Background: an optimization exercise with open tools, aiming at small area, a short achievable clock period and few clock cycles. Do not read the settings as production practice. For this run, only the layout was checked, not whether the RTL still works. Power and IR drop assume default switching activity.

## design.v

```verilog
module st7032_encoder (
    input  wire        clk,
    input  wire        rst,         
    input  wire        cmd_valid,
    output wire        cmd_ready,
    input  wire [15:0] cmd_word,
    input  wire [15:0] cmd_len,
    input  wire        pay_valid,
    output wire        pay_ready,
    input  wire [7:0]  pay_data,
    output reg         rsp_valid,
    output reg  [2:0]  rsp_result,
    output reg  [7:0]  rsp_data,
    output wire [3:0]  rsp_step,
    output wire        ev_valid,
    input  wire        ev_ready,
    output wire [2:0]  ev_kind,
    output reg  [7:0]  ev_data,
    input  wire        ev_ok,
    input  wire [7:0]  ev_rdata
);
    localparam [2:0] EV_CFG   = 3'd0;
    localparam [2:0] EV_BEGIN = 3'd1;
    localparam [2:0] EV_WRITE = 3'd2;
    localparam [2:0] EV_END   = 3'd3;
    localparam [2:0] EV_REQ   = 3'd4;
    localparam [2:0] EV_WAIT  = 3'd5;
    localparam [2:0] R_OK        = 3'd0;
    localparam [2:0] R_IGNORED   = 3'd1;
    localparam [2:0] R_NOT_READY = 3'd2;
    localparam [2:0] R_BUS_ERROR = 3'd3;
    localparam [2:0] R_READ_FAIL = 3'd4;
    localparam [2:0] R_INVALID   = 3'd5;
    localparam [4:0] S_CFG   = {2'd0, EV_CFG};
    localparam [4:0] S_BEGIN = {2'd0, EV_BEGIN};
    localparam [4:0] S_WSEL  = {2'd0, EV_WRITE};
    localparam [4:0] S_WBYTE = {2'd1, EV_WRITE};
    localparam [4:0] S_END   = {2'd0, EV_END};
    localparam [4:0] S_REQ   = {2'd0, EV_REQ};
    localparam [4:0] S_WAIT1 = {2'd1, EV_WAIT};
    localparam [4:0] S_WAIT2 = {2'd2, EV_WAIT};
    localparam [4:0] S_WAIT3 = {2'd3, EV_WAIT};
    reg        busy;        
    reg [4:0]  st;          
    reg [3:0]  op;          
    reg        ready;       
    reg        lines2;      
    reg [7:0]  b;           
    reg        bv;          
    reg [15:0] c;           
    wire is_init  = (op == 4'h0);
    wire is_avail = (op == 4'h1);
    wire is_pseq  = (op == 4'h3);
    wire is_data  = (op[3:1] == 3'b001);
    wire in_cfg   = (st == S_CFG);
    wire in_begin = (st == S_BEGIN);
    wire in_wsel  = (st == S_WSEL);
    wire in_wbyte = (st == S_WBYTE);
    wire in_end   = (st == S_END);
    wire in_req   = (st == S_REQ);
    wire in_wait1 = (st == S_WAIT1);
    wire in_wait2 = (st == S_WAIT2);
    wire in_wait3 = (st == S_WAIT3);
    wire pmore = is_pseq && (c != 16'd0);
    assign cmd_ready = ~busy;
    assign ev_kind   = st[2:0];
    assign ev_valid  = busy && !(in_wbyte && !bv);
    assign pay_ready = busy && pmore && (!bv || (in_wbyte && ev_ready));
    assign rsp_step  = (is_init && rsp_result[1]) ? ~c[3:0] : 4'd0;
    always @(*) begin
        case (st[2:0])
            EV_WRITE: ev_data = st[3] ? b : {1'b0, is_data, 6'b0};
            EV_WAIT:  ev_data = {6'b0, st[4:3]};
            default:  ev_data = 8'h3E;
        endcase
    end
    always @(*) begin
        rsp_data = 8'h00;
        if (rsp_result == R_OK) begin
            case (op)
                4'h1: rsp_data = {7'b0, b[0]};
                4'hC: rsp_data = b;
                4'hD: rsp_data = {7'b0, b[7]};
                4'hE: rsp_data = {1'b0, b[6:0]};
                default: rsp_data = 8'h00;
            endcase
        end
    end
    wire [3:0] w_op = cmd_word[15:12];
    wire [2:0] w_f  = cmd_word[10:8];
    wire [7:0] w_a  = cmd_word[7:0];
    reg w_invalid;
    always @(*) begin
        case (w_op)
            4'h0:       w_invalid = (cmd_word & 16'h0EFF) != 16'd0;
            4'h2:       w_invalid = (cmd_word & 16'h0F00) != 16'd0;
            4'h6:       w_invalid = (cmd_word & 16'h0CFF) != 16'd0;
            4'h7:       w_invalid = (cmd_word & 16'h08FF) != 16'd0;
            4'h8, 4'h9: w_invalid = (cmd_word & 16'h0EFF) != 16'd0;
            4'hA:       w_invalid = (cmd_word & 16'h0F80) != 16'd0;
            4'hB:       w_invalid = (cmd_word & 16'h0E00) != 16'd0;
            4'hF:       w_invalid = 1'b1;
            default:    w_invalid = (cmd_word & 16'h0FFF) != 16'd0;
        endcase
    end
    reg [7:0] w_byte;
    always @(*) begin
        case (w_op)
            4'h0:    w_byte = 8'h38;
            4'h2:    w_byte = w_a;
            4'h4:    w_byte = 8'h01;
            4'h5:    w_byte = 8'h02;
            4'h6:    w_byte = {6'b000001, w_f[1:0]};
            4'h7:    w_byte = {5'b00001, w_f};
            4'h8:    w_byte = {5'b00011, w_f[0], 2'b00};
            4'h9:    w_byte = {5'b00010, w_f[0], 2'b00};
            4'hA:    w_byte = {1'b1, w_a[6:0]};
            4'hB:    w_byte = {1'b1, w_a[6] ^ w_f[0], w_a[5:0]};
            default: w_byte = 8'h00;
        endcase
    end
    wire w_open   = (w_op[3:1] == 3'b000);    
    wire w_notrdy = !w_open && !ready;
    wire w_ignore = (w_op == 4'hB) && w_f[0] && !lines2;
    wire w_run    = !w_invalid && !w_notrdy && !w_ignore;
    wire [2:0] w_res = w_invalid ? R_INVALID : w_notrdy ? R_NOT_READY :
                       w_ignore ? R_IGNORED : R_OK;
    wire [4:0] w_st  = (w_op == 4'h0) ? S_CFG : (w_op[3:2] == 2'b11) ? S_REQ : S_BEGIN;
    reg [7:0] init_next;
    always @(*) begin
        case (~c[3:0])
            4'd1:    init_next = 8'h39;
            4'd2:    init_next = 8'h14;
            4'd3:    init_next = 8'h79;
            4'd4:    init_next = 8'h50;
            4'd5:    init_next = 8'h6C;
            4'd6:    init_next = 8'h0C;
            4'd7:    init_next = 8'h01;
            default: init_next = 8'h06;
        endcase
    end
    wire step1 = (c[3:0] == ~4'd1);
    wire step9 = (c[3:0] == ~4'd9);
    wire err   = rsp_result[0];           
    wire acc  = cmd_valid && !busy;
    wire fire = ev_valid && ev_ready;
    wire take = pay_valid && pay_ready;
    wire init_adv = fire && ((in_wait1 && is_init && !err && !step1 && !step9) || in_wait2);
    wire done = fire && (in_req || in_wait3 || (in_end && (is_avail || is_data)) ||
                         (in_wait1 && (!is_init || err)));
    wire ld_rd = fire && in_req;
    wire ld_ok = fire && in_end;
    reg [4:0] st_fire;
    always @(*) begin
        st_fire = st;
        if (in_cfg)   st_fire = S_BEGIN;
        if (in_begin) st_fire = is_avail ? S_END : S_WSEL;
        if (in_wsel)  st_fire = (bv || pmore) ? S_WBYTE : S_END;
        if (in_wbyte) st_fire = pmore ? S_WBYTE : S_END;
        if (in_end)   st_fire = S_WAIT1;
        if (in_wait1) st_fire = step1 ? S_WAIT2 : step9 ? S_WAIT3 : S_BEGIN;
        if (in_wait2) st_fire = S_BEGIN;
    end
    always @(posedge clk) begin
        if (rst) begin
            busy      <= 1'b0;
            rsp_valid <= 1'b0;
        end else if (acc) begin
            busy      <= w_run;
            rsp_valid <= !w_run;
        end else if (done) begin
            busy      <= 1'b0;
            rsp_valid <= 1'b1;
        end
    end
    always @(posedge clk) begin
        if (rst)
            ready <= 1'b0;
        else if (acc && w_op == 4'h0 && !w_invalid)
            ready <= 1'b0;
        else if (fire && in_wait3)
            ready <= 1'b1;
    end
    always @(posedge clk)
        if (acc && w_op == 4'h0 && !w_invalid)
            lines2 <= w_f[0];
    always @(posedge clk)
        if (acc) begin
            op <= w_op;
            st <= w_st;
        end else if (fire) begin
            st <= st_fire;
        end
    always @(posedge clk)
        if (acc)
            rsp_result <= w_res;
        else if (ld_rd)
            rsp_result <= {!ev_ok, 2'b00};
        else if (ld_ok)
            rsp_result <= {1'b0, {2{!is_avail && !ev_ok}}};
    always @(posedge clk)
        if (acc || take || init_adv)
            c <= acc ? {cmd_len[15:4], (w_op == 4'h0) ? 4'hE : cmd_len[3:0]} : c - 16'd1;
    always @(posedge clk)
        if (acc)
            bv <= (w_op != 4'h3);
        else if (take || init_adv)
            bv <= 1'b1;
        else if (fire && in_wbyte)
            bv <= 1'b0;
    always @(posedge clk) begin
        if (acc || take || init_adv || ld_rd)
            b[7:1] <= ({7{acc}}      & w_byte[7:1])   |
                      ({7{take}}     & pay_data[7:1]) |
                      ({7{init_adv}} & init_next[7:1]) |
                      ({7{ld_rd}}    & ev_rdata[7:1]);
        if (acc || take || init_adv || ld_rd || ld_ok)
            b[0]   <= (acc      & w_byte[0])   |
                      (take     & pay_data[0]) |
                      (init_adv & init_next[0]) |
                      (ld_rd    & ev_rdata[0]) |
                      (ld_ok    & ev_ok);
    end
endmodule
```

## run.sh

```bash
#!/bin/bash
# synth_recipe.tcl (not shown) runs the flow's synth.tcl, then flattens the netlist and writes it again
# the make line also repeats each setting of config.mk as NAME=value (left out here)
make -C /OpenROAD-flow-scripts/flow DESIGN_CONFIG=/design/flow/config.mk WORK_HOME=/design/flow/orfs CLKGATE_MAP_FILE= SYNTH_SCRIPT=/design/flow/synth_recipe.tcl finish
```

## config.mk

```make
export PLATFORM = sky130hd
export DESIGN_NAME = st7032_encoder
export DESIGN_NICKNAME = st7032_encoder
export VERILOG_FILES = /design/flow/design.v
export SDC_FILE = /design/flow/constraint.sdc
export NUM_CORES = 4
export LEC_CHECK = 0
export CAP_MARGIN = 20
export CORE_MARGIN = 2
export CORE_UTILIZATION = 40
export SLEW_MARGIN = 20
```

## constraint.sdc

```tcl
create_clock -name core_clock -period 4.0 [get_ports {clk}]
set_input_delay 0.8000 -clock core_clock [delete_from_list [all_inputs] [get_ports {clk}]]
set_output_delay 0.8000 -clock core_clock [all_outputs]
set_load 0.01 [all_outputs]
```

==> run notes <==
[cell usage after synthesis (5+ instances only)]
| cell type | instances |
|---|---|
| edfxtp_1 | 38 |
| nor3_1 | 13 |
| o31ai_1 | 5 |
| ha_1 | 9 |
| nand3_1 | 12 |
| xnor2_1 | 8 |
| inv_1 | 20 |
| o21ai_0 | 24 |
| a21oi_1 | 26 |
| xor2_1 | 5 |
| o22ai_1 | 5 |
| nor4_1 | 9 |
| clkbuf_1 | 14 |
| nand2_1 | 43 |
| nor2_1 | 31 |
| and2_1 | 9 |
[layer usage]
layer  wire length [um]  GRT usage, %  part of all wire [%]
met1               4590          32.3                    47
met2               4560          36.4                    47
met3                455          4.43                   4.7
met4                115          5.64                   1.2
met5                  0             0                     0
[metrics by stage]
| step | worst slack (ps) | util, % | power (mW) | instance area, um2 | cells |
|---|---|---|---|---|---|
| 4_1_cts | 502 | 53.9 | 1.05 | 4160 | 544 |
| 3_5_place_dp | 785 | 52.7 | 0.786 | 4080 | 536 |
| 5_1_grt | 358 | 53.9 | 1.10 | 4160 | 544 |
| 2_1_floorplan | 1560 | - | 0.665 | 3180 | 368 |
| 6_report | 481 | 53.9 | 1.06 | 4160 | 544 |
| 3_3_place_gp | 833 | 52.7 | 0.785 | 4080 | 536 |
[final timing paths]
path                            from        end  slack, ps  cells after the start
worst max-delay path            c[0]  pay_ready        480                      6
worst min-delay path            busy       busy        580                      2
worst max register to register  c[0]       c[8]        990                      7
worst min register to register  busy       busy        580                      2
[final cells by class]
| type | instances | area (um2) |
|---|---|---|
| Sequential cell | 41 | 1200 |
| Inverter | 21 | 78.8 |
| Tap cell | 102 | 128 |
| Timing Repair Buffer | 89 | 876 |
| Clock inverter | 3 | 17.5 |
| Fill cell | 753 | 3570 |
| Clock buffer | 5 | 68.8 |
| Multi-Input combinational cell | 283 | 1790 |
[power by group through the flow]
stage / logic, mW / clock network (mW) / registers (mW)
6_report: 0.241 / 0.281 / 0.536
5_1_grt: 0.266 / 0.291 / 0.541
4_1_cts: 0.242 / 0.276 / 0.536
3_5_place_dp: 0.240 / 0 / 0.546
3_3_place_gp: 0.241 / 0 / 0.545
2_1_floorplan: 0.133 / 0 / 0.532
[registers in the layout, summed over array words and instances, names as in the netlist]
register    count
lines2          1
busy            1
b               8
op              4
st              5
bv              1
c              16
rsp_valid       1
ready           1
rsp_result      3
[cells in the final DEF (no fill, tap or decap), drive strengths merged, types with 5 or more instances in the layout]
| cell | n |
|---|---|
| o22ai | 5 |
| nor3b | 6 |
| a21oi | 27 |
| o31ai | 5 |
| xnor2 | 8 |
| edfxtp | 38 |
| and2 | 9 |
| clkdlybuf4s50 | 83 |
| ha | 9 |
| o21ai | 24 |
| nor2 | 32 |
| xor2 | 5 |
| buf | 6 |
| clkbuf | 5 |
| a31oi | 5 |
| nand2 | 43 |
| nor3 | 13 |
| nor4 | 10 |
| and3 | 5 |
| inv | 20 |
| nand3 | 12 |
[logic make-up after synthesis]
| family | after synthesis | synth area share, % |
|---|---|---|
| adder cells (fa/ha/maj) | 9 | 3.54 |
| multiplexers | 2 | 0.669 |
| buffers and inverters | 44 | 5.83 |
| XOR/XNOR | 13 | 3.58 |
| flip-flops | 41 | 37.8 |
| AND/OR/NAND/NOR | 153 | 25.6 |
| AO/OA/AOI/OAI | 106 | 23.0 |
[worst register-to-register path, stage by stage (launching register included)]
cell	delay (ps)
edfxtp_1	520
inv_1	160
ha_1	290
nor3b_2	330
nand3_1	220
o2111a_2	390
a21oi_2	220
nand2_1	460
==> results.py <==
metrics = {
    "clocking": {
        "cts_tree": "done",
        "cts_setup_buffers": 0,
        "postCtsResizedCells": 0,
        "clock-sinks": 41,
        "hold_buffers": 0,
        "clkSlewWorstSetupHoldPaths_ps": 90,
        "h-tree-depth": 2,
        "clock_path_buffers": 2,
        "clk_root_buffer_cell": "clkbuf_8",
        "cts_made_buffers": 5,
        "clk_latency_ps": 310,
    },
    "floorplanning": {
        "num_rows": 32,
        "fp.dieW_um": 93.1,
        "io_pins": 84,
        "die_y_um": 93.1,
        "dieArea_mm2": 0.00867,
        "core-area_mm2": 0.00773,
        "start_util_pct": 41.1,
    },
    "critical_path": {
        "crit_path_top_delay_cell": "edfxtp_1",
        "crit_family": "buffers and inverters",
        "crit_arrival_ps": 2720,
        "cp_cell_sequence": "inv_1 -> ha_1 -> nor3b_2 -> nand3_1 -> o2111a_2 -> clkdlybuf4s50_1",
        "critPathKind": "reg2out",
        "crit_required_ps": 3200,
        "crit_path_max_fanout": 7,
        "timing.critical_path.buf_inv": 2,
        "cp_slowest_stage_delay_ps": 520,
        "critPathLaunchType": "flip-flop",
        "cp-end-kind": "output pin",
    },
    "flow_run": {
        "maxCapViolations": 0,
    },
    "route": {
        "wl_per_cell_um": 17.9,
        "wl_um": 9730,
        "ant_nets": 0,
        "drc": 0,
        "dr.pass1.iters": 5,
        "vias_per_cell": 5.67,
        "drtIter0Drc": 148,
        "vias": 3084,
    },
    "power_and_ir_drop": {
        "p_sw_mw": 0.316,
        "swShare_pct": 29.8,
        "combPwrFrac_pct": 22.7,
        "seqPwrFrac_pct": 50.7,
        "peakVddDrop_mv": 0.150,
        "p_leak_nw": 1.47,
        "clockPowerShare_pct": 26.6,
        "power_density_mw_per_mm2": 254,
        "p_int_mw": 0.742,
    },
    "timing": {
        "rsz0062_at_grt": "false",
        "fmax_mhz": 284,
        "worst-slew-pin-transition_ps": 707,
        "min_period_ps": 3520,
        "finalCritPeriodShare_pct": 88.0,
        "holdWs_ps": 576,
        "final-setup-viol-count": 0,
        "skew_ps": 8.37,
        "max_slew_margin_pct": 52.7,
        "final-hold-violation-count": 0,
        "setup_tns_ps": 0,
        "maxSlewViolCount": 0,
    },
    "logic_synthesis": {
        "yosysWarnings": 1,
        "synth_ff_type": "edfxtp_1",
        "synth-edff-count": 38,
        "postSynthNetCount": 431,
        "postSynthAreaPerCell_um2": 8.64,
        "synth_cell_types": 69,
        "netlist_area_mm2": 0.00318,
        "yosysSeqAreaShare_pct": 37.8,
        "synthCells": 368,
        "ys_ff_latch": 41,
        "synth_top_area_cell": "edfxtp_1",
        "synth-async-reset-ratio_pct": 0,
        "synth_top_cell_area_share_pct": 35.9,
        "synthTopCellsByArea": "edfxtp_1 36%, nand2_1 5.1%, a21oi_1 4.1%, o21ai_0 3.8%, nor2_1 3.7%",
    },
    "run_status": {
        "outcome": "complete, no violations",
    },
    "finish": {
        "drive_gt1_share_pct": 7.01,
        "final_nets": 504,
        "syn_to_final_growth_pct": 30.9,
        "diodes": 0,
    },
    "global_routing": {
        "grt_pass1_wl_um": 15300,
        "grt_antenna_before_repair": 0,
        "grt_pass1_vias": 2918,
        "grt-ovfl-total": 0,
        "grtUsageTotal_pct": 22.9,
        "grt_max_degree": 34,
    },
    "place": {
        "hpwl_um": 7580,
        "place_congestion": 0.967,
        "portBuffers": 83,
    },
    "worst_hold_path": {
        "hp-class": "reg2reg",
    },
}

-- what the ideal ports hide --
The flow's constraints put no driver on any port. The routed layout listed below was extracted and timed again, unchanged, in two steps. Step 1 sets driving cells, clkbuf_16 on the clock port and buf_2 on the other inputs (assumed; they add their load-dependent delay and slew). Step 2, shift: input delay + t, output delay - t, t = (earliest + latest rising clock arrival at the registers) / 2. This alone moves slack from input paths to output paths. Three values: ideal, step 1, step 2; two values: the first two.
t (ns): 0.333
setup WS [ns]: 0.481 / 0.450 / 0.761
hold slack, ns: 0.576 / 0.576 / 0.576
latest minus earliest clock arrival (ns): 0.008 / 0.008
slew at the worst register clock pin (ns): 0.09 / 0.09
After both steps this run still meets setup and hold. The setup slack of this run moves by -0.031 ns with the drivers and by +0.280 ns with both steps.
